Context: an optimization exercise on an open-source flow, tuned for small area, a short achievable clock period and few clock cycles per item. The choices shown serve that exercise and are no tape-out recipe. Function was checked by simulation only, so behaviour that the tests miss may differ from the original.

`design.v`:
```
module sine_lut (
    input  wire [9:0]  idx,
    output reg  [11:0] val
);
    always @(*) begin
        case (idx)
            10'd0: val = 12'sd0;
            10'd1: val = 12'sd13;
            10'd2: val = 12'sd26;
            10'd3: val = 12'sd39;
            10'd4: val = 12'sd51;
            10'd5: val = 12'sd64;
            10'd6: val = 12'sd77;
            10'd7: val = 12'sd90;
            10'd8: val = 12'sd103;
            10'd9: val = 12'sd116;
            10'd10: val = 12'sd129;
            10'd11: val = 12'sd141;
            10'd12: val = 12'sd154;
            10'd13: val = 12'sd167;
            10'd14: val = 12'sd180;
            10'd15: val = 12'sd193;
            10'd16: val = 12'sd205;
            10'd17: val = 12'sd218;
            10'd18: val = 12'sd231;
            10'd19: val = 12'sd244;
            10'd20: val = 12'sd257;
            10'd21: val = 12'sd269;
            10'd22: val = 12'sd282;
            10'd23: val = 12'sd295;
            10'd24: val = 12'sd308;
            10'd25: val = 12'sd320;
            10'd26: val = 12'sd333;
            10'd27: val = 12'sd346;
            10'd28: val = 12'sd358;
            10'd29: val = 12'sd371;
            10'd30: val = 12'sd384;
            10'd31: val = 12'sd396;
            10'd32: val = 12'sd409;
            10'd33: val = 12'sd421;
            10'd34: val = 12'sd434;
            10'd35: val = 12'sd447;
            10'd36: val = 12'sd459;
            10'd37: val = 12'sd472;
            10'd38: val = 12'sd484;
            10'd39: val = 12'sd497;
            10'd40: val = 12'sd509;
            10'd41: val = 12'sd522;
            10'd42: val = 12'sd534;
            10'd43: val = 12'sd546;
            10'd44: val = 12'sd559;
            10'd45: val = 12'sd571;
            10'd46: val = 12'sd583;
            10'd47: val = 12'sd596;
            10'd48: val = 12'sd608;
            10'd49: val = 12'sd620;
            10'd50: val = 12'sd633;
            10'd51: val = 12'sd645;
            10'd52: val = 12'sd657;
            10'd53: val = 12'sd669;
            10'd54: val = 12'sd681;
            10'd55: val = 12'sd693;
            10'd56: val = 12'sd705;
            10'd57: val = 12'sd718;
            10'd58: val = 12'sd730;
            10'd59: val = 12'sd742;
            10'd60: val = 12'sd754;
            10'd61: val = 12'sd765;
            10'd62: val = 12'sd777;
            10'd63: val = 12'sd789;
            10'd64: val = 12'sd801;
            10'd65: val = 12'sd813;
            10'd66: val = 12'sd825;
            10'd67: val = 12'sd837;
            10'd68: val = 12'sd848;
            10'd69: val = 12'sd860;
            10'd70: val = 12'sd872;
            10'd71: val = 12'sd883;
            10'd72: val = 12'sd895;
            10'd73: val = 12'sd906;
            10'd74: val = 12'sd918;
            10'd75: val = 12'sd929;
            10'd76: val = 12'sd941;
            10'd77: val = 12'sd952;
            10'd78: val = 12'sd964;
            10'd79: val = 12'sd975;
            10'd80: val = 12'sd986;
            10'd81: val = 12'sd997;
            10'd82: val = 12'sd1009;
            10'd83: val = 12'sd1020;
            10'd84: val = 12'sd1031;
            10'd85: val = 12'sd1042;
            10'd86: val = 12'sd1053;
            10'd87: val = 12'sd1064;
            10'd88: val = 12'sd1075;
            10'd89: val = 12'sd1086;
            10'd90: val = 12'sd1097;
            10'd91: val = 12'sd1108;
            10'd92: val = 12'sd1118;
            10'd93: val = 12'sd1129;
            10'd94: val = 12'sd1140;
            10'd95: val = 12'sd1151;
            10'd96: val = 12'sd1161;
            10'd97: val = 12'sd1172;
            10'd98: val = 12'sd1182;
            10'd99: val = 12'sd1193;
            10'd100: val = 12'sd1203;
            10'd101: val = 12'sd1214;
            10'd102: val = 12'sd1224;
            10'd103: val = 12'sd1234;
            10'd104: val = 12'sd1244;
            10'd105: val = 12'sd1255;
            10'd106: val = 12'sd1265;
            10'd107: val = 12'sd1275;
            10'd108: val = 12'sd1285;
            10'd109: val = 12'sd1295;
            10'd110: val = 12'sd1305;
            10'd111: val = 12'sd1315;
            10'd112: val = 12'sd1325;
            10'd113: val = 12'sd1334;
            10'd114: val = 12'sd1344;
            10'd115: val = 12'sd1354;
            10'd116: val = 12'sd1363;
            10'd117: val = 12'sd1373;
            10'd118: val = 12'sd1382;
            10'd119: val = 12'sd1392;
            10'd120: val = 12'sd1401;
            10'd121: val = 12'sd1411;
            10'd122: val = 12'sd1420;
            10'd123: val = 12'sd1429;
            10'd124: val = 12'sd1438;
            10'd125: val = 12'sd1447;
            10'd126: val = 12'sd1457;
            10'd127: val = 12'sd1466;
            10'd128: val = 12'sd1474;
            10'd129: val = 12'sd1483;
            10'd130: val = 12'sd1492;
            10'd131: val = 12'sd1501;
            10'd132: val = 12'sd1510;
            10'd133: val = 12'sd1518;
            10'd134: val = 12'sd1527;
            10'd135: val = 12'sd1535;
            10'd136: val = 12'sd1544;
            10'd137: val = 12'sd1552;
            10'd138: val = 12'sd1561;
            10'd139: val = 12'sd1569;
            10'd140: val = 12'sd1577;
            10'd141: val = 12'sd1585;
            10'd142: val = 12'sd1594;
            10'd143: val = 12'sd1602;
            10'd144: val = 12'sd1610;
            10'd145: val = 12'sd1617;
            10'd146: val = 12'sd1625;
            10'd147: val = 12'sd1633;
            10'd148: val = 12'sd1641;
            10'd149: val = 12'sd1648;
            10'd150: val = 12'sd1656;
            10'd151: val = 12'sd1664;
            10'd152: val = 12'sd1671;
            10'd153: val = 12'sd1678;
            10'd154: val = 12'sd1686;
            10'd155: val = 12'sd1693;
            10'd156: val = 12'sd1700;
            10'd157: val = 12'sd1707;
            10'd158: val = 12'sd1714;
            10'd159: val = 12'sd1721;
            10'd160: val = 12'sd1728;
            10'd161: val = 12'sd1735;
            10'd162: val = 12'sd1742;
            10'd163: val = 12'sd1749;
            10'd164: val = 12'sd1755;
            10'd165: val = 12'sd1762;
            10'd166: val = 12'sd1768;
            10'd167: val = 12'sd1775;
            10'd168: val = 12'sd1781;
            10'd169: val = 12'sd1788;
            10'd170: val = 12'sd1794;
            10'd171: val = 12'sd1800;
            10'd172: val = 12'sd1806;
            10'd173: val = 12'sd1812;
            10'd174: val = 12'sd1818;
            10'd175: val = 12'sd1824;
            10'd176: val = 12'sd1830;
            10'd177: val = 12'sd1835;
            10'd178: val = 12'sd1841;
            10'd179: val = 12'sd1847;
            10'd180: val = 12'sd1852;
            10'd181: val = 12'sd1858;
            10'd182: val = 12'sd1863;
            10'd183: val = 12'sd1868;
            10'd184: val = 12'sd1873;
            10'd185: val = 12'sd1879;
            10'd186: val = 12'sd1884;
            10'd187: val = 12'sd1889;
            10'd188: val = 12'sd1894;
            10'd189: val = 12'sd1898;
            10'd190: val = 12'sd1903;
            10'd191: val = 12'sd1908;
            10'd192: val = 12'sd1913;
            10'd193: val = 12'sd1917;
            10'd194: val = 12'sd1922;
            10'd195: val = 12'sd1926;
            10'd196: val = 12'sd1930;
            10'd197: val = 12'sd1935;
            10'd198: val = 12'sd1939;
            10'd199: val = 12'sd1943;
            10'd200: val = 12'sd1947;
            10'd201: val = 12'sd1951;
            10'd202: val = 12'sd1955;
            10'd203: val = 12'sd1958;
            10'd204: val = 12'sd1962;
            10'd205: val = 12'sd1966;
            10'd206: val = 12'sd1969;
            10'd207: val = 12'sd1973;
            10'd208: val = 12'sd1976;
            10'd209: val = 12'sd1979;
            10'd210: val = 12'sd1983;
            10'd211: val = 12'sd1986;
            10'd212: val = 12'sd1989;
            10'd213: val = 12'sd1992;
            10'd214: val = 12'sd1995;
            10'd215: val = 12'sd1998;
            10'd216: val = 12'sd2000;
            10'd217: val = 12'sd2003;
            10'd218: val = 12'sd2006;
            10'd219: val = 12'sd2008;
            10'd220: val = 12'sd2011;
            10'd221: val = 12'sd2013;
            10'd222: val = 12'sd2015;
            10'd223: val = 12'sd2018;
            10'd224: val = 12'sd2020;
            10'd225: val = 12'sd2022;
            10'd226: val = 12'sd2024;
            10'd227: val = 12'sd2026;
            10'd228: val = 12'sd2027;
            10'd229: val = 12'sd2029;
            10'd230: val = 12'sd2031;
            10'd231: val = 12'sd2032;
            10'd232: val = 12'sd2034;
            10'd233: val = 12'sd2035;
            10'd234: val = 12'sd2037;
            10'd235: val = 12'sd2038;
            10'd236: val = 12'sd2039;
            10'd237: val = 12'sd2040;
            10'd238: val = 12'sd2041;
            10'd239: val = 12'sd2042;
            10'd240: val = 12'sd2043;
            10'd241: val = 12'sd2044;
            10'd242: val = 12'sd2044;
            10'd243: val = 12'sd2045;
            10'd244: val = 12'sd2046;
            10'd245: val = 12'sd2046;
            10'd246: val = 12'sd2046;
            10'd247: val = 12'sd2047;
            10'd248: val = 12'sd2047;
            10'd249: val = 12'sd2047;
            10'd250: val = 12'sd2047;
            10'd251: val = 12'sd2047;
            10'd252: val = 12'sd2047;
            10'd253: val = 12'sd2047;
            10'd254: val = 12'sd2046;
            10'd255: val = 12'sd2046;
            10'd256: val = 12'sd2046;
            10'd257: val = 12'sd2045;
            10'd258: val = 12'sd2044;
            10'd259: val = 12'sd2044;
            10'd260: val = 12'sd2043;
            10'd261: val = 12'sd2042;
            10'd262: val = 12'sd2041;
            10'd263: val = 12'sd2040;
            10'd264: val = 12'sd2039;
            10'd265: val = 12'sd2038;
            10'd266: val = 12'sd2037;
            10'd267: val = 12'sd2035;
            10'd268: val = 12'sd2034;
            10'd269: val = 12'sd2032;
            10'd270: val = 12'sd2031;
            10'd271: val = 12'sd2029;
            10'd272: val = 12'sd2027;
            10'd273: val = 12'sd2026;
            10'd274: val = 12'sd2024;
            10'd275: val = 12'sd2022;
            10'd276: val = 12'sd2020;
            10'd277: val = 12'sd2018;
            10'd278: val = 12'sd2015;
            10'd279: val = 12'sd2013;
            10'd280: val = 12'sd2011;
            10'd281: val = 12'sd2008;
            10'd282: val = 12'sd2006;
            10'd283: val = 12'sd2003;
            10'd284: val = 12'sd2000;
            10'd285: val = 12'sd1998;
            10'd286: val = 12'sd1995;
            10'd287: val = 12'sd1992;
            10'd288: val = 12'sd1989;
            10'd289: val = 12'sd1986;
            10'd290: val = 12'sd1983;
            10'd291: val = 12'sd1979;
            10'd292: val = 12'sd1976;
            10'd293: val = 12'sd1973;
            10'd294: val = 12'sd1969;
            10'd295: val = 12'sd1966;
            10'd296: val = 12'sd1962;
            10'd297: val = 12'sd1958;
            10'd298: val = 12'sd1955;
            10'd299: val = 12'sd1951;
            10'd300: val = 12'sd1947;
            10'd301: val = 12'sd1943;
            10'd302: val = 12'sd1939;
            10'd303: val = 12'sd1935;
            10'd304: val = 12'sd1930;
            10'd305: val = 12'sd1926;
            10'd306: val = 12'sd1922;
            10'd307: val = 12'sd1917;
            10'd308: val = 12'sd1913;
            10'd309: val = 12'sd1908;
            10'd310: val = 12'sd1903;
            10'd311: val = 12'sd1898;
            10'd312: val = 12'sd1894;
            10'd313: val = 12'sd1889;
            10'd314: val = 12'sd1884;
            10'd315: val = 12'sd1879;
            10'd316: val = 12'sd1873;
            10'd317: val = 12'sd1868;
            10'd318: val = 12'sd1863;
            10'd319: val = 12'sd1858;
            10'd320: val = 12'sd1852;
            10'd321: val = 12'sd1847;
            10'd322: val = 12'sd1841;
            10'd323: val = 12'sd1835;
            10'd324: val = 12'sd1830;
            10'd325: val = 12'sd1824;
            10'd326: val = 12'sd1818;
            10'd327: val = 12'sd1812;
            10'd328: val = 12'sd1806;
            10'd329: val = 12'sd1800;
            10'd330: val = 12'sd1794;
            10'd331: val = 12'sd1788;
            10'd332: val = 12'sd1781;
            10'd333: val = 12'sd1775;
            10'd334: val = 12'sd1768;
            10'd335: val = 12'sd1762;
            10'd336: val = 12'sd1755;
            10'd337: val = 12'sd1749;
            10'd338: val = 12'sd1742;
            10'd339: val = 12'sd1735;
            10'd340: val = 12'sd1728;
            10'd341: val = 12'sd1721;
            10'd342: val = 12'sd1714;
            10'd343: val = 12'sd1707;
            10'd344: val = 12'sd1700;
            10'd345: val = 12'sd1693;
            10'd346: val = 12'sd1686;
            10'd347: val = 12'sd1678;
            10'd348: val = 12'sd1671;
            10'd349: val = 12'sd1664;
            10'd350: val = 12'sd1656;
            10'd351: val = 12'sd1648;
            10'd352: val = 12'sd1641;
            10'd353: val = 12'sd1633;
            10'd354: val = 12'sd1625;
            10'd355: val = 12'sd1617;
            10'd356: val = 12'sd1610;
            10'd357: val = 12'sd1602;
            10'd358: val = 12'sd1594;
            10'd359: val = 12'sd1585;
            10'd360: val = 12'sd1577;
            10'd361: val = 12'sd1569;
            10'd362: val = 12'sd1561;
            10'd363: val = 12'sd1552;
            10'd364: val = 12'sd1544;
            10'd365: val = 12'sd1535;
            10'd366: val = 12'sd1527;
            10'd367: val = 12'sd1518;
            10'd368: val = 12'sd1510;
            10'd369: val = 12'sd1501;
            10'd370: val = 12'sd1492;
            10'd371: val = 12'sd1483;
            10'd372: val = 12'sd1474;
            10'd373: val = 12'sd1466;
            10'd374: val = 12'sd1457;
            10'd375: val = 12'sd1447;
            10'd376: val = 12'sd1438;
            10'd377: val = 12'sd1429;
            10'd378: val = 12'sd1420;
            10'd379: val = 12'sd1411;
            10'd380: val = 12'sd1401;
            10'd381: val = 12'sd1392;
            10'd382: val = 12'sd1382;
            10'd383: val = 12'sd1373;
            10'd384: val = 12'sd1363;
            10'd385: val = 12'sd1354;
            10'd386: val = 12'sd1344;
            10'd387: val = 12'sd1334;
            10'd388: val = 12'sd1325;
            10'd389: val = 12'sd1315;
            10'd390: val = 12'sd1305;
            10'd391: val = 12'sd1295;
            10'd392: val = 12'sd1285;
            10'd393: val = 12'sd1275;
            10'd394: val = 12'sd1265;
            10'd395: val = 12'sd1255;
            10'd396: val = 12'sd1244;
            10'd397: val = 12'sd1234;
            10'd398: val = 12'sd1224;
            10'd399: val = 12'sd1214;
            10'd400: val = 12'sd1203;
            10'd401: val = 12'sd1193;
            10'd402: val = 12'sd1182;
            10'd403: val = 12'sd1172;
            10'd404: val = 12'sd1161;
            10'd405: val = 12'sd1151;
            10'd406: val = 12'sd1140;
            10'd407: val = 12'sd1129;
            10'd408: val = 12'sd1118;
            10'd409: val = 12'sd1108;
            10'd410: val = 12'sd1097;
            10'd411: val = 12'sd1086;
            10'd412: val = 12'sd1075;
            10'd413: val = 12'sd1064;
            10'd414: val = 12'sd1053;
            10'd415: val = 12'sd1042;
            10'd416: val = 12'sd1031;
            10'd417: val = 12'sd1020;
            10'd418: val = 12'sd1009;
            10'd419: val = 12'sd997;
            10'd420: val = 12'sd986;
            10'd421: val = 12'sd975;
            10'd422: val = 12'sd964;
            10'd423: val = 12'sd952;
            10'd424: val = 12'sd941;
            10'd425: val = 12'sd929;
            10'd426: val = 12'sd918;
            10'd427: val = 12'sd906;
            10'd428: val = 12'sd895;
            10'd429: val = 12'sd883;
            10'd430: val = 12'sd872;
            10'd431: val = 12'sd860;
            10'd432: val = 12'sd848;
            10'd433: val = 12'sd837;
            10'd434: val = 12'sd825;
            10'd435: val = 12'sd813;
            10'd436: val = 12'sd801;
            10'd437: val = 12'sd789;
            10'd438: val = 12'sd777;
            10'd439: val = 12'sd765;
            10'd440: val = 12'sd754;
            10'd441: val = 12'sd742;
            10'd442: val = 12'sd730;
            10'd443: val = 12'sd718;
            10'd444: val = 12'sd705;
            10'd445: val = 12'sd693;
            10'd446: val = 12'sd681;
            10'd447: val = 12'sd669;
            10'd448: val = 12'sd657;
            10'd449: val = 12'sd645;
            10'd450: val = 12'sd633;
            10'd451: val = 12'sd620;
            10'd452: val = 12'sd608;
            10'd453: val = 12'sd596;
            10'd454: val = 12'sd583;
            10'd455: val = 12'sd571;
            10'd456: val = 12'sd559;
            10'd457: val = 12'sd546;
            10'd458: val = 12'sd534;
            10'd459: val = 12'sd522;
            10'd460: val = 12'sd509;
            10'd461: val = 12'sd497;
            10'd462: val = 12'sd484;
            10'd463: val = 12'sd472;
            10'd464: val = 12'sd459;
            10'd465: val = 12'sd447;
            10'd466: val = 12'sd434;
            10'd467: val = 12'sd421;
            10'd468: val = 12'sd409;
            10'd469: val = 12'sd396;
            10'd470: val = 12'sd384;
            10'd471: val = 12'sd371;
            10'd472: val = 12'sd358;
            10'd473: val = 12'sd346;
            10'd474: val = 12'sd333;
            10'd475: val = 12'sd320;
            10'd476: val = 12'sd308;
            10'd477: val = 12'sd295;
            10'd478: val = 12'sd282;
            10'd479: val = 12'sd269;
            10'd480: val = 12'sd257;
            10'd481: val = 12'sd244;
            10'd482: val = 12'sd231;
            10'd483: val = 12'sd218;
            10'd484: val = 12'sd205;
            10'd485: val = 12'sd193;
            10'd486: val = 12'sd180;
            10'd487: val = 12'sd167;
            10'd488: val = 12'sd154;
            10'd489: val = 12'sd141;
            10'd490: val = 12'sd129;
            10'd491: val = 12'sd116;
            10'd492: val = 12'sd103;
            10'd493: val = 12'sd90;
            10'd494: val = 12'sd77;
            10'd495: val = 12'sd64;
            10'd496: val = 12'sd51;
            10'd497: val = 12'sd39;
            10'd498: val = 12'sd26;
            10'd499: val = 12'sd13;
            10'd500: val = 12'sd0;
            10'd501: val = -12'sd13;
            10'd502: val = -12'sd26;
            10'd503: val = -12'sd39;
            10'd504: val = -12'sd51;
            10'd505: val = -12'sd64;
            10'd506: val = -12'sd77;
            10'd507: val = -12'sd90;
            10'd508: val = -12'sd103;
            10'd509: val = -12'sd116;
            10'd510: val = -12'sd129;
            10'd511: val = -12'sd141;
            10'd512: val = -12'sd154;
            10'd513: val = -12'sd167;
            10'd514: val = -12'sd180;
            10'd515: val = -12'sd193;
            10'd516: val = -12'sd205;
            10'd517: val = -12'sd218;
            10'd518: val = -12'sd231;
            10'd519: val = -12'sd244;
            10'd520: val = -12'sd257;
            10'd521: val = -12'sd269;
            10'd522: val = -12'sd282;
            10'd523: val = -12'sd295;
            10'd524: val = -12'sd308;
            10'd525: val = -12'sd320;
            10'd526: val = -12'sd333;
            10'd527: val = -12'sd346;
            10'd528: val = -12'sd358;
            10'd529: val = -12'sd371;
            10'd530: val = -12'sd384;
            10'd531: val = -12'sd396;
            10'd532: val = -12'sd409;
            10'd533: val = -12'sd421;
            10'd534: val = -12'sd434;
            10'd535: val = -12'sd447;
            10'd536: val = -12'sd459;
            10'd537: val = -12'sd472;
            10'd538: val = -12'sd484;
            10'd539: val = -12'sd497;
            10'd540: val = -12'sd509;
            10'd541: val = -12'sd522;
            10'd542: val = -12'sd534;
            10'd543: val = -12'sd546;
            10'd544: val = -12'sd559;
            10'd545: val = -12'sd571;
            10'd546: val = -12'sd583;
            10'd547: val = -12'sd596;
            10'd548: val = -12'sd608;
            10'd549: val = -12'sd620;
            10'd550: val = -12'sd633;
            10'd551: val = -12'sd645;
            10'd552: val = -12'sd657;
            10'd553: val = -12'sd669;
            10'd554: val = -12'sd681;
            10'd555: val = -12'sd693;
            10'd556: val = -12'sd705;
            10'd557: val = -12'sd718;
            10'd558: val = -12'sd730;
            10'd559: val = -12'sd742;
            10'd560: val = -12'sd754;
            10'd561: val = -12'sd765;
            10'd562: val = -12'sd777;
            10'd563: val = -12'sd789;
            10'd564: val = -12'sd801;
            10'd565: val = -12'sd813;
            10'd566: val = -12'sd825;
            10'd567: val = -12'sd837;
            10'd568: val = -12'sd848;
            10'd569: val = -12'sd860;
            10'd570: val = -12'sd872;
            10'd571: val = -12'sd883;
            10'd572: val = -12'sd895;
            10'd573: val = -12'sd906;
            10'd574: val = -12'sd918;
            10'd575: val = -12'sd929;
            10'd576: val = -12'sd941;
            10'd577: val = -12'sd952;
            10'd578: val = -12'sd964;
            10'd579: val = -12'sd975;
            10'd580: val = -12'sd986;
            10'd581: val = -12'sd997;
            10'd582: val = -12'sd1009;
            10'd583: val = -12'sd1020;
            10'd584: val = -12'sd1031;
            10'd585: val = -12'sd1042;
            10'd586: val = -12'sd1053;
            10'd587: val = -12'sd1064;
            10'd588: val = -12'sd1075;
            10'd589: val = -12'sd1086;
            10'd590: val = -12'sd1097;
            10'd591: val = -12'sd1108;
            10'd592: val = -12'sd1118;
            10'd593: val = -12'sd1129;
            10'd594: val = -12'sd1140;
            10'd595: val = -12'sd1151;
            10'd596: val = -12'sd1161;
            10'd597: val = -12'sd1172;
            10'd598: val = -12'sd1182;
            10'd599: val = -12'sd1193;
            10'd600: val = -12'sd1203;
            10'd601: val = -12'sd1214;
            10'd602: val = -12'sd1224;
            10'd603: val = -12'sd1234;
            10'd604: val = -12'sd1244;
            10'd605: val = -12'sd1255;
            10'd606: val = -12'sd1265;
            10'd607: val = -12'sd1275;
            10'd608: val = -12'sd1285;
            10'd609: val = -12'sd1295;
            10'd610: val = -12'sd1305;
            10'd611: val = -12'sd1315;
            10'd612: val = -12'sd1325;
            10'd613: val = -12'sd1334;
            10'd614: val = -12'sd1344;
            10'd615: val = -12'sd1354;
            10'd616: val = -12'sd1363;
            10'd617: val = -12'sd1373;
            10'd618: val = -12'sd1382;
            10'd619: val = -12'sd1392;
            10'd620: val = -12'sd1401;
            10'd621: val = -12'sd1411;
            10'd622: val = -12'sd1420;
            10'd623: val = -12'sd1429;
            10'd624: val = -12'sd1438;
            10'd625: val = -12'sd1447;
            10'd626: val = -12'sd1457;
            10'd627: val = -12'sd1466;
            10'd628: val = -12'sd1474;
            10'd629: val = -12'sd1483;
            10'd630: val = -12'sd1492;
            10'd631: val = -12'sd1501;
            10'd632: val = -12'sd1510;
            10'd633: val = -12'sd1518;
            10'd634: val = -12'sd1527;
            10'd635: val = -12'sd1535;
            10'd636: val = -12'sd1544;
            10'd637: val = -12'sd1552;
            10'd638: val = -12'sd1561;
            10'd639: val = -12'sd1569;
            10'd640: val = -12'sd1577;
            10'd641: val = -12'sd1585;
            10'd642: val = -12'sd1594;
            10'd643: val = -12'sd1602;
            10'd644: val = -12'sd1610;
            10'd645: val = -12'sd1617;
            10'd646: val = -12'sd1625;
            10'd647: val = -12'sd1633;
            10'd648: val = -12'sd1641;
            10'd649: val = -12'sd1648;
            10'd650: val = -12'sd1656;
            10'd651: val = -12'sd1664;
            10'd652: val = -12'sd1671;
            10'd653: val = -12'sd1678;
            10'd654: val = -12'sd1686;
            10'd655: val = -12'sd1693;
            10'd656: val = -12'sd1700;
            10'd657: val = -12'sd1707;
            10'd658: val = -12'sd1714;
            10'd659: val = -12'sd1721;
            10'd660: val = -12'sd1728;
            10'd661: val = -12'sd1735;
            10'd662: val = -12'sd1742;
            10'd663: val = -12'sd1749;
            10'd664: val = -12'sd1755;
            10'd665: val = -12'sd1762;
            10'd666: val = -12'sd1768;
            10'd667: val = -12'sd1775;
            10'd668: val = -12'sd1781;
            10'd669: val = -12'sd1788;
            10'd670: val = -12'sd1794;
            10'd671: val = -12'sd1800;
            10'd672: val = -12'sd1806;
            10'd673: val = -12'sd1812;
            10'd674: val = -12'sd1818;
            10'd675: val = -12'sd1824;
            10'd676: val = -12'sd1830;
            10'd677: val = -12'sd1835;
            10'd678: val = -12'sd1841;
            10'd679: val = -12'sd1847;
            10'd680: val = -12'sd1852;
            10'd681: val = -12'sd1858;
            10'd682: val = -12'sd1863;
            10'd683: val = -12'sd1868;
            10'd684: val = -12'sd1873;
            10'd685: val = -12'sd1879;
            10'd686: val = -12'sd1884;
            10'd687: val = -12'sd1889;
            10'd688: val = -12'sd1894;
            10'd689: val = -12'sd1898;
            10'd690: val = -12'sd1903;
            10'd691: val = -12'sd1908;
            10'd692: val = -12'sd1913;
            10'd693: val = -12'sd1917;
            10'd694: val = -12'sd1922;
            10'd695: val = -12'sd1926;
            10'd696: val = -12'sd1930;
            10'd697: val = -12'sd1935;
            10'd698: val = -12'sd1939;
            10'd699: val = -12'sd1943;
            10'd700: val = -12'sd1947;
            10'd701: val = -12'sd1951;
            10'd702: val = -12'sd1955;
            10'd703: val = -12'sd1958;
            10'd704: val = -12'sd1962;
            10'd705: val = -12'sd1966;
            10'd706: val = -12'sd1969;
            10'd707: val = -12'sd1973;
            10'd708: val = -12'sd1976;
            10'd709: val = -12'sd1979;
            10'd710: val = -12'sd1983;
            10'd711: val = -12'sd1986;
            10'd712: val = -12'sd1989;
            10'd713: val = -12'sd1992;
            10'd714: val = -12'sd1995;
            10'd715: val = -12'sd1998;
            10'd716: val = -12'sd2000;
            10'd717: val = -12'sd2003;
            10'd718: val = -12'sd2006;
            10'd719: val = -12'sd2008;
            10'd720: val = -12'sd2011;
            10'd721: val = -12'sd2013;
            10'd722: val = -12'sd2015;
            10'd723: val = -12'sd2018;
            10'd724: val = -12'sd2020;
            10'd725: val = -12'sd2022;
            10'd726: val = -12'sd2024;
            10'd727: val = -12'sd2026;
            10'd728: val = -12'sd2027;
            10'd729: val = -12'sd2029;
            10'd730: val = -12'sd2031;
            10'd731: val = -12'sd2032;
            10'd732: val = -12'sd2034;
            10'd733: val = -12'sd2035;
            10'd734: val = -12'sd2037;
            10'd735: val = -12'sd2038;
            10'd736: val = -12'sd2039;
            10'd737: val = -12'sd2040;
            10'd738: val = -12'sd2041;
            10'd739: val = -12'sd2042;
            10'd740: val = -12'sd2043;
            10'd741: val = -12'sd2044;
            10'd742: val = -12'sd2044;
            10'd743: val = -12'sd2045;
            10'd744: val = -12'sd2046;
            10'd745: val = -12'sd2046;
            10'd746: val = -12'sd2046;
            10'd747: val = -12'sd2047;
            10'd748: val = -12'sd2047;
            10'd749: val = -12'sd2047;
            10'd750: val = -12'sd2047;
            10'd751: val = -12'sd2047;
            10'd752: val = -12'sd2047;
            10'd753: val = -12'sd2047;
            10'd754: val = -12'sd2046;
            10'd755: val = -12'sd2046;
            10'd756: val = -12'sd2046;
            10'd757: val = -12'sd2045;
            10'd758: val = -12'sd2044;
            10'd759: val = -12'sd2044;
            10'd760: val = -12'sd2043;
            10'd761: val = -12'sd2042;
            10'd762: val = -12'sd2041;
            10'd763: val = -12'sd2040;
            10'd764: val = -12'sd2039;
            10'd765: val = -12'sd2038;
            10'd766: val = -12'sd2037;
            10'd767: val = -12'sd2035;
            10'd768: val = -12'sd2034;
            10'd769: val = -12'sd2032;
            10'd770: val = -12'sd2031;
            10'd771: val = -12'sd2029;
            10'd772: val = -12'sd2027;
            10'd773: val = -12'sd2026;
            10'd774: val = -12'sd2024;
            10'd775: val = -12'sd2022;
            10'd776: val = -12'sd2020;
            10'd777: val = -12'sd2018;
            10'd778: val = -12'sd2015;
            10'd779: val = -12'sd2013;
            10'd780: val = -12'sd2011;
            10'd781: val = -12'sd2008;
            10'd782: val = -12'sd2006;
            10'd783: val = -12'sd2003;
            10'd784: val = -12'sd2000;
            10'd785: val = -12'sd1998;
            10'd786: val = -12'sd1995;
            10'd787: val = -12'sd1992;
            10'd788: val = -12'sd1989;
            10'd789: val = -12'sd1986;
            10'd790: val = -12'sd1983;
            10'd791: val = -12'sd1979;
            10'd792: val = -12'sd1976;
            10'd793: val = -12'sd1973;
            10'd794: val = -12'sd1969;
            10'd795: val = -12'sd1966;
            10'd796: val = -12'sd1962;
            10'd797: val = -12'sd1958;
            10'd798: val = -12'sd1955;
            10'd799: val = -12'sd1951;
            10'd800: val = -12'sd1947;
            10'd801: val = -12'sd1943;
            10'd802: val = -12'sd1939;
            10'd803: val = -12'sd1935;
            10'd804: val = -12'sd1930;
            10'd805: val = -12'sd1926;
            10'd806: val = -12'sd1922;
            10'd807: val = -12'sd1917;
            10'd808: val = -12'sd1913;
            10'd809: val = -12'sd1908;
            10'd810: val = -12'sd1903;
            10'd811: val = -12'sd1898;
            10'd812: val = -12'sd1894;
            10'd813: val = -12'sd1889;
            10'd814: val = -12'sd1884;
            10'd815: val = -12'sd1879;
            10'd816: val = -12'sd1873;
            10'd817: val = -12'sd1868;
            10'd818: val = -12'sd1863;
            10'd819: val = -12'sd1858;
            10'd820: val = -12'sd1852;
            10'd821: val = -12'sd1847;
            10'd822: val = -12'sd1841;
            10'd823: val = -12'sd1835;
            10'd824: val = -12'sd1830;
            10'd825: val = -12'sd1824;
            10'd826: val = -12'sd1818;
            10'd827: val = -12'sd1812;
            10'd828: val = -12'sd1806;
            10'd829: val = -12'sd1800;
            10'd830: val = -12'sd1794;
            10'd831: val = -12'sd1788;
            10'd832: val = -12'sd1781;
            10'd833: val = -12'sd1775;
            10'd834: val = -12'sd1768;
            10'd835: val = -12'sd1762;
            10'd836: val = -12'sd1755;
            10'd837: val = -12'sd1749;
            10'd838: val = -12'sd1742;
            10'd839: val = -12'sd1735;
            10'd840: val = -12'sd1728;
            10'd841: val = -12'sd1721;
            10'd842: val = -12'sd1714;
            10'd843: val = -12'sd1707;
            10'd844: val = -12'sd1700;
            10'd845: val = -12'sd1693;
            10'd846: val = -12'sd1686;
            10'd847: val = -12'sd1678;
            10'd848: val = -12'sd1671;
            10'd849: val = -12'sd1664;
            10'd850: val = -12'sd1656;
            10'd851: val = -12'sd1648;
            10'd852: val = -12'sd1641;
            10'd853: val = -12'sd1633;
            10'd854: val = -12'sd1625;
            10'd855: val = -12'sd1617;
            10'd856: val = -12'sd1610;
            10'd857: val = -12'sd1602;
            10'd858: val = -12'sd1594;
            10'd859: val = -12'sd1585;
            10'd860: val = -12'sd1577;
            10'd861: val = -12'sd1569;
            10'd862: val = -12'sd1561;
            10'd863: val = -12'sd1552;
            10'd864: val = -12'sd1544;
            10'd865: val = -12'sd1535;
            10'd866: val = -12'sd1527;
            10'd867: val = -12'sd1518;
            10'd868: val = -12'sd1510;
            10'd869: val = -12'sd1501;
            10'd870: val = -12'sd1492;
            10'd871: val = -12'sd1483;
            10'd872: val = -12'sd1474;
            10'd873: val = -12'sd1466;
            10'd874: val = -12'sd1457;
            10'd875: val = -12'sd1447;
            10'd876: val = -12'sd1438;
            10'd877: val = -12'sd1429;
            10'd878: val = -12'sd1420;
            10'd879: val = -12'sd1411;
            10'd880: val = -12'sd1401;
            10'd881: val = -12'sd1392;
            10'd882: val = -12'sd1382;
            10'd883: val = -12'sd1373;
            10'd884: val = -12'sd1363;
            10'd885: val = -12'sd1354;
            10'd886: val = -12'sd1344;
            10'd887: val = -12'sd1334;
            10'd888: val = -12'sd1325;
            10'd889: val = -12'sd1315;
            10'd890: val = -12'sd1305;
            10'd891: val = -12'sd1295;
            10'd892: val = -12'sd1285;
            10'd893: val = -12'sd1275;
            10'd894: val = -12'sd1265;
            10'd895: val = -12'sd1255;
            10'd896: val = -12'sd1244;
            10'd897: val = -12'sd1234;
            10'd898: val = -12'sd1224;
            10'd899: val = -12'sd1214;
            10'd900: val = -12'sd1203;
            10'd901: val = -12'sd1193;
            10'd902: val = -12'sd1182;
            10'd903: val = -12'sd1172;
            10'd904: val = -12'sd1161;
            10'd905: val = -12'sd1151;
            10'd906: val = -12'sd1140;
            10'd907: val = -12'sd1129;
            10'd908: val = -12'sd1118;
            10'd909: val = -12'sd1108;
            10'd910: val = -12'sd1097;
            10'd911: val = -12'sd1086;
            10'd912: val = -12'sd1075;
            10'd913: val = -12'sd1064;
            10'd914: val = -12'sd1053;
            10'd915: val = -12'sd1042;
            10'd916: val = -12'sd1031;
            10'd917: val = -12'sd1020;
            10'd918: val = -12'sd1009;
            10'd919: val = -12'sd997;
            10'd920: val = -12'sd986;
            10'd921: val = -12'sd975;
            10'd922: val = -12'sd964;
            10'd923: val = -12'sd952;
            10'd924: val = -12'sd941;
            10'd925: val = -12'sd929;
            10'd926: val = -12'sd918;
            10'd927: val = -12'sd906;
            10'd928: val = -12'sd895;
            10'd929: val = -12'sd883;
            10'd930: val = -12'sd872;
            10'd931: val = -12'sd860;
            10'd932: val = -12'sd848;
            10'd933: val = -12'sd837;
            10'd934: val = -12'sd825;
            10'd935: val = -12'sd813;
            10'd936: val = -12'sd801;
            10'd937: val = -12'sd789;
            10'd938: val = -12'sd777;
            10'd939: val = -12'sd765;
            10'd940: val = -12'sd754;
            10'd941: val = -12'sd742;
            10'd942: val = -12'sd730;
            10'd943: val = -12'sd718;
            10'd944: val = -12'sd705;
            10'd945: val = -12'sd693;
            10'd946: val = -12'sd681;
            10'd947: val = -12'sd669;
            10'd948: val = -12'sd657;
            10'd949: val = -12'sd645;
            10'd950: val = -12'sd633;
            10'd951: val = -12'sd620;
            10'd952: val = -12'sd608;
            10'd953: val = -12'sd596;
            10'd954: val = -12'sd583;
            10'd955: val = -12'sd571;
            10'd956: val = -12'sd559;
            10'd957: val = -12'sd546;
            10'd958: val = -12'sd534;
            10'd959: val = -12'sd522;
            10'd960: val = -12'sd509;
            10'd961: val = -12'sd497;
            10'd962: val = -12'sd484;
            10'd963: val = -12'sd472;
            10'd964: val = -12'sd459;
            10'd965: val = -12'sd447;
            10'd966: val = -12'sd434;
            10'd967: val = -12'sd421;
            10'd968: val = -12'sd409;
            10'd969: val = -12'sd396;
            10'd970: val = -12'sd384;
            10'd971: val = -12'sd371;
            10'd972: val = -12'sd358;
            10'd973: val = -12'sd346;
            10'd974: val = -12'sd333;
            10'd975: val = -12'sd320;
            10'd976: val = -12'sd308;
            10'd977: val = -12'sd295;
            10'd978: val = -12'sd282;
            10'd979: val = -12'sd269;
            10'd980: val = -12'sd257;
            10'd981: val = -12'sd244;
            10'd982: val = -12'sd231;
            10'd983: val = -12'sd218;
            10'd984: val = -12'sd205;
            10'd985: val = -12'sd193;
            10'd986: val = -12'sd180;
            10'd987: val = -12'sd167;
            10'd988: val = -12'sd154;
            10'd989: val = -12'sd141;
            10'd990: val = -12'sd129;
            10'd991: val = -12'sd116;
            10'd992: val = -12'sd103;
            10'd993: val = -12'sd90;
            10'd994: val = -12'sd77;
            10'd995: val = -12'sd64;
            10'd996: val = -12'sd51;
            10'd997: val = -12'sd39;
            10'd998: val = -12'sd26;
            10'd999: val = -12'sd13;
            default: val = 12'd0;
        endcase
    end
endmodule
module tone_core (
    input  wire        clk,
    input  wire        rst,
    input  wire        in_valid,
    output wire        in_ready,
    input  wire [1:0]  op,           
    input  wire [15:0] sample,
    input  wire [31:0] now,
    output reg         out_valid,
    output reg         emit_valid,
    output wire [11:0] emit12,
    output wire [7:0]  emitq,
    output reg         cand_valid,
    output reg  [10:0] cand,
    output reg         retuned,
    output wire [10:0] freq_o,
    output wire [11:0] wave12_o
);
    localparam [19:0] PHASE_MOD     = 20'd1000000;
    localparam [31:0] RETUNE_TICKS  = 32'd100000;
    localparam        OUT_BITS      = 8;
    reg [19:0] phase;
    reg [31:0] last_ts;
    reg [10:0] freq;
    reg [31:0] upd_ts;
    assign in_ready = 1'b1;
    wire take = in_valid && in_ready;
    wire sample_en = op[0];
    wire tick_en   = op[1];
    wire [26:0] map_prod = sample * 11'd1800;
    wire [26:0] map_q    = map_prod / 27'd4095;
    wire [26:0] map_f    = map_q + 27'd200;
    wire [10:0] map_cand = (map_f > 27'd2000) ? 11'd2000 : map_f[10:0];
    wire signed [31:0] upd_dt = $signed(now - upd_ts);
    wire signed [11:0] fdiff  = $signed({1'b0, map_cand}) - $signed({1'b0, freq});
    wire [11:0]        fabs   = fdiff[11] ? -fdiff : fdiff;
    wire               big_change = fabs > 12'd5;
    wire               timed_out  = upd_dt >= $signed(RETUNE_TICKS);
    wire               retune     = big_change || timed_out;
    wire signed [31:0] tick_dt  = $signed(now - last_ts);
    wire               advance  = tick_dt > 0;
    wire [41:0]        inc      = freq * tick_dt[30:0];
    wire [41:0]        psum     = {22'd0, phase} + inc;
    wire [19:0]        phase_adv = psum % PHASE_MOD;
    always @(posedge clk) begin
        if (rst) begin
            phase      <= 20'd0;
            last_ts    <= 32'd0;
            freq       <= 11'd0;
            upd_ts     <= 32'd0;
            out_valid  <= 1'b0;
            emit_valid <= 1'b0;
            cand_valid <= 1'b0;
            cand       <= 11'd0;
            retuned    <= 1'b0;
        end else begin
            out_valid  <= take;
            emit_valid <= take && tick_en;
            cand_valid <= take && sample_en;
            retuned    <= take && sample_en && retune;
            if (take && sample_en) begin
                cand <= map_cand;
                if (retune) begin
                    freq   <= map_cand;
                    upd_ts <= now;
                end
            end
            if (take && tick_en && advance) begin
                phase   <= phase_adv;
                last_ts <= now;
            end
        end
    end
    wire [9:0]  lut_idx = phase / 20'd1000;
    wire [11:0] lut_val;
    sine_lut u_lut (.idx(lut_idx), .val(lut_val));
    wire [12:0] raw = 13'd2048 + {{1{lut_val[11]}}, lut_val};
    assign emit12   = raw[11:0];
    assign emitq    = emit12[11:12-OUT_BITS];
    assign freq_o   = freq;
    assign wave12_o = emit12;
endmodule
```
`run.sh`:
```
#!/bin/bash
# synth_recipe.tcl (not shown) runs the flow's synth.tcl, then flattens the netlist and writes it again
# the make line also repeats each setting of config.mk as NAME=value (left out here)
make -C /OpenROAD-flow-scripts/flow DESIGN_CONFIG=/design/flow/config.mk WORK_HOME=/design/flow/orfs CLKGATE_MAP_FILE= SYNTH_SCRIPT=/design/flow/synth_recipe.tcl finish
```
`config.mk`:
```
export PLATFORM = sky130hd
export DESIGN_NAME = tone_core
export DESIGN_NICKNAME = tone_core
export VERILOG_FILES = /design/flow/design.v
export SDC_FILE = /design/flow/constraint.sdc
export NUM_CORES = 4
export LEC_CHECK = 0
export CAP_MARGIN = 20
export CORE_MARGIN = 2
export CORE_UTILIZATION = 40
export SLEW_MARGIN = 20
export SYNTH_MEMORY_MAX_BITS = 16384
```
`constraint.sdc`:
```
create_clock -name core_clock -period 45.0 [get_ports {clk}]
set_input_delay 9.0000 -clock core_clock [delete_from_list [all_inputs] [get_ports {clk}]]
set_output_delay 9.0000 -clock core_clock [all_outputs]
set_load 0.01 [all_outputs]
```
==> qor.yml <==
setup_path:
  end_kind: "flop"
  cp.required_ns: 45.30
  crit_end: "phase[8]"
  cp-startpoint: "now[0]"
  start_kind: "primary input"
  cpMostUsedCell: "a21o_1"
  regToRegSetupSlack_ns: 10.63
  critPathArrivalTime_ns: 43.46
  cp_slowest_cell: "fa_1"
  critPathKind: "in2reg"
  r2r-end: "phase[8]"
  reg2reg_from: "last_ts[1]"
  slowest_delay_ns: 0.59
  critPathMaxFanout: 12
  reg2reg_depth: 134
sta:
  setup_violations: 0
  max_slew_margin_pct: 13.1
  timing.fmax_mhz: 23.2
  hold_ws_ns: 0.457
  skew_ns: 0.0247
  period_needed_ns: 43.16
  maxSlewViolCount: 0
  tightestPinTransition_ns: 1.29
  fin_crit_sh_pct: 95.9
  hold_viol: 0
route:
  drtPass1Iterations: 8
  avgViaCountPerCell: 6.38
  vias: 52763
  drc: 0
  wl_um: 192000
  post_drt_wl_per_cell_um: 23.2
  ant_nets: 0
  dr.first_iter.drc_count: 5746
finish:
  area_delta_synth_final_pct: 10.3
  final_nets: 7352
  layout-drive-gt1-share_pct: 9.40
  post-route-util_pct: 44.3
  fin_cells: 8274
  stdcell_area_mm2: 0.0512
place:
  post-place-cells: 8228
  io_buffers: 110
  gp_congestion: 1.04
  place_area_mm2: 0.0501
  dp_hpwl_um: 146000
synth:
  yosysUniqueCellTypes: 144
  synth-seq-cells: 110
  synth_cells: 6726
  syn_area_per_cell_um2: 6.91
  yosysSeqAreaShare_pct: 4.74
  synth_area_mm2: 0.0465
  synth_edf_count: 0
  synth_top_flop_cell: "dfxtp_1"
  async_flop_share_pct: 0
  yosysWarnings: 2
  synth_nets: 7339
global_routing:
  grt_pass1_vias: 50054
  grt_max_degree: 68
  grt-ovfl-total: 0
  grt_pass1_wl_um: 294000
  antenna_found_initial: 6
  grtUsageTotal_pct: 31.1
cts:
  clk_pin_slew_worst_paths_ns: 0.09
  cts-htree-levels: 3
  clk_latency_ns: 0.41
  tritoncts: "yes"
  cts_sinks: 110
  cts_hold_buf: 0
  numCtsBuffers: 9
  clock_path_buffers: 2
  cts-root-buf: "clkbuf_16"
flow_run:
  cap_violations: 0
floorplanning:
  num_rows: 125
  ios: 112
  die_y_um: 345
  start_util_pct: 40.1
  dieArea_mm2: 0.119
  core_mm2: 0.116
  die_w_um: 345
hold_path:
  holdCritPathClass: "reg2reg"
outcome:
  outcome: "complete, no violations"
## layout by cell type (no fill, tap or decap), types with 39 or more instances in the layout
cell type        synthesis  routed
nand2_1                845     842
nor2_1                 577     571
inv_1                  552     552
a21oi_1                468     457
o21ai_0                398     393
fa_1                   307     307
buf_4                   31     296
ha_1                   253     252
xnor2_1                228     221
nand3_1                197     197
and2_1                 186     186
nor3_1                 151     146
o211ai_1               144     144
a21o_1                 138     138
xor2_1                 138     120
dfxtp_1                110     109
clkdlybuf4s50_1          0     109
a31oi_1                109     102
a211oi_1                88      83
mux2i_1                 71      68
nand2b_1                63      63
and3_1                  61      61
o22ai_1                 59      58
o21ai_1                 58      54
or3_1                   48      47
o21a_1                  44      43
or2_2                   43      43
nand4_1                 43      43
o221ai_1                43      42
nor2b_1                 39      39
nor4_1                  42      39
## registers in the layout (all words and copies together), names as in the netlist
register,flops
cand,11
cand_valid,1
emit_valid,1
freq,11
last_ts,32
out_valid,1
phase,20
retuned,1
upd_ts,32
## metal layers
metal  wire, um  GRT usage (%)  up-vias
met5         23              0        -
met1      82200           42.1    25358
met2      83500           49.0     2714
met4       8180           11.5        4
li1           -              -    24146
met3      17800           5.99      541
## worst max-delay path: cells and delay by family
| family | cells | cell delay [ns] |
|---|---|---|
| compound gates | 74 | 18.02 |
| simple gates | 35 | 9.61 |
| fa+ha+maj | 9 | 3.97 |
| buf+inv | 8 | 1.21 |
| xor+xnor | 5 | 1.11 |
| mux | 2 | 0.46 |
## through the flow
step / TNS [ns] / worst slack, ns
6_report: 0 / 1.84
2_1_floorplan: 0 / 4.40
4_1_cts: 0 / 0.191
3_3_place_gp: 0 / 0.237
5_1_grt: -0.176 / -0.0977
3_5_place_dp: -1.51 / -0.338
## layout make-up
cell class                 instances  area [um2]
tap                             1524        1910
sequential                       110        2200
timing repair buffer             406        3330
fill                           11977       64500
clock inverter                     7        88.8
clock buffer                       9         225
antenna                            6        15.0
multi-input combinational       5653       41400
inverter                         559        2100
## kinds of logic after synthesis
family | count (synthesis) | share of synthesized area, %
adders and majority gates | 586 | 20.6
DFF | 110 | 4.74
buffers and inverters | 963 | 8.16
muxes | 102 | 2.38
other | 1 | 0.00807
and+or+nand+nor | 2455 | 25.2
xor gates and xnor gates | 373 | 7.20
AOI/OAI and AO/OA | 2136 | 31.7
## worst min-delay path by stage
stage,startpoint,end,slack (ns),cells past startpoint
2_1_floorplan,upd_ts[10],upd_ts[10],0.44,2
3_3_place_gp,freq[2],freq[2],0.43,2
3_5_place_dp,freq[2],freq[2],0.44,2
4_1_cts,upd_ts[16],upd_ts[16],0.46,2
5_1_grt,cand[2],cand[2],0.47,2
6_report,upd_ts[24],upd_ts[24],0.46,2
## cell usage after synthesis (30+ instances only)
library cell,number,area (um2)
a31oi_1,109,682
a221oi_1,41,359
nor2_1,577,2170
a311oi_1,38,333
nand3_1,197,986
or2_2,43,269
a21oi_1,468,2340
o22ai_1,59,369
a22oi_1,38,285
o21ai_1,58,290
and2_1,186,1160
nor2b_1,39,244
mux2i_1,71,711
or3_1,48,300
a21o_1,138,1040
buf_4,31,233
inv_1,552,2070
clkbuf_1,318,1190
o221ai_1,43,377
a211oi_1,88,661
xnor2_1,228,2000
nand2b_1,63,394
o2111ai_1,38,333
o21a_1,44,330
o21ai_0,398,1990
o31ai_1,38,285
and3_1,61,382
nor3_1,151,756
fa_1,307,6150
o211ai_1,144,1080
buf_2,30,150
dfxtp_1,110,2200
ha_1,253,3170
nand4_1,43,269
xor2_1,138,1210
nand2_1,845,3170
nor4_1,42,263
## timing repair
action	in CTS	in global routing
gates resized for setup	1	105
pin swaps	0	12
setup buffers	0	23
setup endpoints to repair	2	14
hold endpoints to repair	0	0
Testbench counts, summed over its fixed seeds: cycles 24,008, items 24,000.

[port drivers added, routing unchanged]
Ports are ideal in the flow. The routed layout listed here was re-timed in OpenROAD. Step 1, drivers: a clkbuf_16 drives clk and a buf_2 each remaining input, both assumed. Step 2 adds t to the input delays and takes it off the output delays; t is the mean of the earliest and latest rising clock arrival at the registers after step 1. Input paths then give back, and output paths get back, about the clock's delay inside the block. Slacks: ideal / step 1 / step 2; pairs: ideal / step 1.
shift t [ns]: 0.437
setup slack, ns: 1.841 / 1.862 / 1.425
worst setup path at the end: input to register
latest minus earliest clock arrival (ns): 0.026 / 0.026
After both steps this run still meets setup and hold. For this run, drivers alone change the setup slack by +0.021 ns; drivers and shift together by -0.416 ns.
